Context: an optimization exercise on an open-source flow, tuned for small area, a short achievable clock period and few clock cycles. The choices shown serve that exercise and are no tape-out recipe.
RTL that was checked went through simulation tests only; none was proved equivalent to the original.
Power figures rest on the tool's default switching activity, not on a simulated workload.

==> inputs of run B <==
==> flow/design.v (excerpt) <==
module fm_rsb (
    input  wire        clk,
    input  wire        rst,
    input  wire        cmd_valid,
    output wire        cmd_ready,
    input  wire [31:0] cmd,
    output reg         rsp_valid,
    output wire [31:0] rsp,
    output reg         bus_req,
    output reg  [1:0]  bus_op,
    output reg  [7:0]  bus_wdata,
    output reg         bus_rnack,
    input  wire        bus_done,
    input  wire        bus_ack,
    input  wire [7:0]  bus_rdata,
    output reg         dly_req,
    output reg  [9:0]  dly_ms,
    input  wire        dly_done
);
Settings: LEC_CHECK=0, ABC_CLOCK_PERIOD_IN_PS=2500, CAP_MARGIN=20, CORE_MARGIN=2, CORE_UTILIZATION=40, SLEW_MARGIN=20; clock period 10.0 ns.
run.sh (not shown) runs the stock make flow with config.mk's settings and CLKGATE_MAP_FILE= SYNTH_SCRIPT=/design/flow/synth_recipe.tcl, a recipe that flattens the netlist after the stock synthesis.
==> run G (differences from run B) <==
==> flow/flow/run.sh (new file) <==
#!/bin/bash
# Standard layout, with timing repair aimed at a setup slack margin well above
# the one the clock period alone asks for, so the repair sizes the critical paths.
set -euo pipefail
bash standard.sh SETUP_SLACK_MARGIN=6.5 finish > standard.log 2>&1
==> flow/standard.sh (new file) <==
#!/bin/bash
# synth_recipe.tcl (not shown) runs the flow's synth.tcl, then flattens the netlist and writes it again
# the make line also repeats each setting of config.mk as NAME=value (left out here)
make -C /OpenROAD-flow-scripts/flow DESIGN_CONFIG=/design/flow/config.mk WORK_HOME=/design/flow/orfs CLKGATE_MAP_FILE= SYNTH_SCRIPT=/design/flow/synth_recipe.tcl "${@:-finish}"
ABC_CLOCK_PERIOD_IN_PS = unset   (was 2500)
removed: flow/run.sh
==> run K (differences from run B) <==
ABC_CLOCK_PERIOD_IN_PS = unset   (was 2500)
==> comparison table <==
Worst R2R Path Depth: run B 7; run K 7; run G 11
Leakage power summed over all cells: run B 6.59 nW; run K 6.59 nW; run G 6.92 nW
Combinational cell power: run B 581 uW; run K 581 uW; run G 657 uW
Via/cell ratio: run B 6.26; run K 6.26; run G 6.26
Internal Pwr Total: run B 2.60 mW; run K 2.60 mW; run G 2.65 mW
End point of the critical path: run B g_word[10].w[13]$_DFFE_PP_; run K g_word[10].w[13]$_DFFE_PP_; run G ptr[1]$_DFFE_PP_
Final cell utilization of the core: run B 46.2%; run K 46.2%; run G 47.6%
Result of the run: run B finished clean; run K finished clean; run G finished clean
Final Instance Count excl. Fillers: run B 2,158; run K 2,158; run G 2,181
Clock buf/inv share: run B 6.25%; run K 6.25%; run G 6.06%
Share of final-layout standard cells stronger than drive strength 1: run B 8.34%; run K 8.34%; run G 13.1%
Pin count of the biggest net entering global routing: run B 59; run K 59; run G 60
Critical path type: run B reg2reg; run K reg2reg; run G in2reg
Setup ws final: run B 5.29 ns; run K 5.29 ns; run G 6.52 ns
Clock group share of total power: run B 37.6%; run K 37.6%; run G 36.9%
Transition time at the pin with the least slew margin: run B 1.13 ns; run K 1.13 ns; run G 1.10 ns
Reg2Reg Setup Slack: run B 5.29 ns; run K 5.29 ns; run G 6.53 ns
Max IR drop VDD: run B 0.104 mV; run K 0.104 mV; run G 0.104 mV
Area used by sequential logic in the layout: run B 9650 sq um; run K 9650 sq um; run G 9660 sq um
Post-route clock period utilization: run B 47.1%; run K 47.1%; run G 34.8%
Met1 Use GR: run B 35.5%; run K 35.5%; run G 35.8%
Area delta synth->final: run B 14.7%; run K 14.7%; run G 18.3%
Overall power: run B 3.65 mW; run K 3.65 mW; run G 3.73 mW
Worst clock skew: run B 0.0193 ns; run K 0.0193 ns; run G 0.0174 ns
Minimum clock period after layout: run B 4.71 ns; run K 4.71 ns; run G 3.48 ns
Filler cells: run B 3,843; run K 3,843; run G 3,782
Testbench counts of run B, summed over its fixed seeds: cycles 137,417.
Testbench counts of run G, summed over its fixed seeds: cycles 137,417.
Testbench counts of run K, summed over its fixed seeds: cycles 137,417.

* * *

==> run R <==
fm_rsb, a different RTL version from the one above (not shown whole).
clock: 10.0 ns
lec_check: 0
cap_margin: 20
core_margin: 2
core_utilization: 40
cts_buf_list: sky130_fd_sc_hd__clkbuf_8
cts_cluster_diameter: 80
cts_cluster_size: 16
slew_margin: 20
synth_hierarchical: 1
standard.sh (not shown) runs the stock make flow with config.mk's settings and CLKGATE_MAP_FILE= SYNTH_SCRIPT=/design/flow/synth_recipe.tcl, a recipe that flattens the netlist after the stock synthesis.
==> flow/flow/run.sh <==
#!/bin/bash
# Standard layout, except: port buffers are plain buffers (buf_2) instead of the
# delay cells the default pick gives, and timing repair aims at a setup slack
# margin well above the one the clock period alone asks for, so that it sizes
# the critical paths. make's output goes to standard.log.
set -euo pipefail
bash standard.sh "BUFFER_PORTS_ARGS=-buffer_cell sky130_fd_sc_hd__buf_2" \
    SETUP_SLACK_MARGIN=6.8 finish > standard.log 2>&1
==> run H (differences from run R) <==
- CORE_UTILIZATION: 40 -> 55
- CTS_CLUSTER_DIAMETER: 80 -> 60
- CTS_CLUSTER_SIZE: 16 -> 12
==> results.sh <==
export IMPL_p_seq_share_pct=57.7
export IMPL_clockPowerShare_pct=27.4
export IMPL_post_cts_setup_buffers=6
export IMPL_powerComb_mw=0.419
export IMPL_critical_path_max_stage_delay_ns=0.47
export IMPL_final_fill_count=4232
export IMPL_gr_usage_met3_pct=4.70
export IMPL_core_um2=44000
export IMPL_status="no timing/DRC/antenna violations"
export IMPL_pwr_group_clock_mw=0.773
export IMPL_worst_ep_arrival_time_ns=1.28
export IMPL_finalNetCount=1783
export IMPL_holdPathStages=2
export IMPL_groute_layer_met2_usage_pct=39.0
export IMPL_finalHoldWorstSlack_ns=0.500
(the above is from run R)
==> results.sh <==
export IMPL_placementRows=65
export IMPL_clockPowerShare_pct=31.2
export IMPL_status="no timing/DRC/antenna violations"
export IMPL_critical_path_max_stage_delay_ns=0.48
export IMPL_core_um2=31700
export IMPL_powerComb_mw=0.443
export IMPL_post_cts_setup_buffers=10
export IMPL_holdPathStages=1
export IMPL_groute_layer_met2_usage_pct=56.5
export IMPL_finalNetCount=1798
export IMPL_pwr_group_clock_mw=0.939
(the above is from run H)
Testbench counts of run R, summed over its fixed seeds: cycles 134,294.
Testbench counts of run H, summed over its fixed seeds: cycles 134,294.

* * *

==> inputs of run a <==
fm_rsb, a different RTL version from the one above (not shown whole).
==> flow/config.mk <==
export PLATFORM = sky130hd
export DESIGN_NAME = fm_rsb
export DESIGN_NICKNAME = fm_rsb
export VERILOG_FILES = /design/flow/design.v
export SDC_FILE = /design/flow/constraint.sdc
export NUM_CORES = 4
export LEC_CHECK = 0
export CAP_MARGIN = 20
export CORE_MARGIN = 2
export CORE_UTILIZATION = 40
export CTS_CLUSTER_DIAMETER = 100
export CTS_CLUSTER_SIZE = 22
export SLEW_MARGIN = 20
==> flow/constraint.sdc <==
create_clock -name core_clock -period 10.0 [get_ports {clk}]
set_input_delay 2.0000 -clock core_clock [delete_from_list [all_inputs] [get_ports {clk}]]
set_output_delay 2.0000 -clock core_clock [all_outputs]
set_load 0.01 [all_outputs]
==> flow/flow/run.sh <==
#!/bin/bash
# Standard layout, except: port buffers are plain buffers (buf_2) instead of the
# delay cells the default pick gives, and timing repair aims at a setup slack
# margin well above the one the clock period alone asks for, so that it sizes
# the critical paths. make's output goes to standard.log.
set -euo pipefail
bash standard.sh "BUFFER_PORTS_ARGS=-buffer_cell sky130_fd_sc_hd__buf_2" \
    SETUP_SLACK_MARGIN=6.5 finish > standard.log 2>&1
==> run b: changes against run a <==
--- a/flow/flow/run.sh
+++ b/flow/flow/run.sh
@@ -7,2 +7,2 @@
 bash standard.sh "BUFFER_PORTS_ARGS=-buffer_cell sky130_fd_sc_hd__buf_2" \
-    SETUP_SLACK_MARGIN=6.5 finish > standard.log 2>&1
+    SETUP_SLACK_MARGIN=7.0 finish > standard.log 2>&1
==> run summary <==
Cell count along the critical path -> 9
Result of the run -> no timing/DRC/antenna violations
Worst IR Drop VDD -> 0.0001201 V
Clock group total power -> 898 uW
Overall power of the completed layout -> 3070 uW
Power dissipated in combinational cells -> 560 uW
Max Clock Skew -> 0.03629 ns
Wire length on met1 -> 27,170 um
Cell breakdown of the critical path -> buf_6, or3_4, or2_4, or4_4, a2111oi_4, nand3_2, nand2_2, o21ai_1, o311a_1
Final estimated routing congestion in global placement -> 0.9735
Total Wirelength -> 69,320 um
Clock network power share -> 29.2%
Vias per cell -> 6.624
# the run above: run b

==> run summary <==
Transition time of the tightest slew-check pin -> 1.092 ns
Power dissipated in combinational cells -> 375 uW
Total Wirelength -> 60,090 um
Wire length on met1 -> 24,820 um
Cell count along the critical path -> 10
Clock group total power -> 924 uW
Synthesis-stage register bit count -> 354
Max Clock Skew -> 0.01859 ns
Result of the run -> no timing/DRC/antenna violations
Cell breakdown of the critical path -> buf_6, or3_4, or2_4, or4_4, a2111oi_4, buf_4, nand3_4, nand3_2, o21ai_2, and2_1
Final estimated routing congestion in global placement -> 1.009
Worst IR Drop VDD -> 0.0001182 V
Clock network power share -> 31.7%
Worst hold path stage count -> 2
Overall power of the completed layout -> 2916 uW
# the run above: run a

Function was not checked in any run of this note: the RTL went through the layout flow alone.

## static timing again, ports no longer ideal
Ports are ideal in the flow. The routed layouts listed here were re-timed in OpenROAD.
Step 1 assumes that a clkbuf_16 drives the clock port and a buf_2 every other input.
Step 2 adds t to the input delays and takes it off the output delays; t is the mean of the earliest and latest rising clock arrival at the registers after step 1. Input paths then give back, and output paths get back, about the clock's delay inside the block.
Slacks: ideal ports / drivers / drivers and shift; pairs: ideal ports / drivers.
| run | t, ns | setup slack, ns | hold slack, ns | worst setup path at the end | cell pins on the clock port's net |
|---|---|---|---|---|---|
| run B of note 1 | 0.615 | 5.288 / 5.288 / 5.288 | 0.456 / 0.456 / 0.456 | register to register | 1 |
| run G of note 1 | 0.617 | 6.523 / 6.484 / 5.938 | 0.457 / 0.457 / 0.457 | input to register | 1 |
| run K of note 1 | 0.615 | 5.288 / 5.288 / 5.288 | 0.456 / 0.456 / 0.456 | register to register | 1 |
| run R | 0.697 | 6.719 / 6.662 / 6.131 | 0.500 / 0.500 / 0.500 | input to register | 1 |
| run H | 0.643 | 6.781 / 6.730 / 6.161 | 0.485 / 0.485 / 0.485 | input to register | 1 |
| run a of note 3 | 0.601 | 6.377 / 6.402 / 5.802 | 0.481 / 0.481 / 0.481 | input to register | 1 |
| run b of note 3 | 0.602 | 6.289 / 6.315 / 5.713 | 0.484 / 0.484 / 0.484 | input to register | 1 |
After both steps every run listed still meets setup and hold. For run H, which loses most, drivers alone change the setup slack by -0.051 ns; drivers and shift together by -0.620 ns.
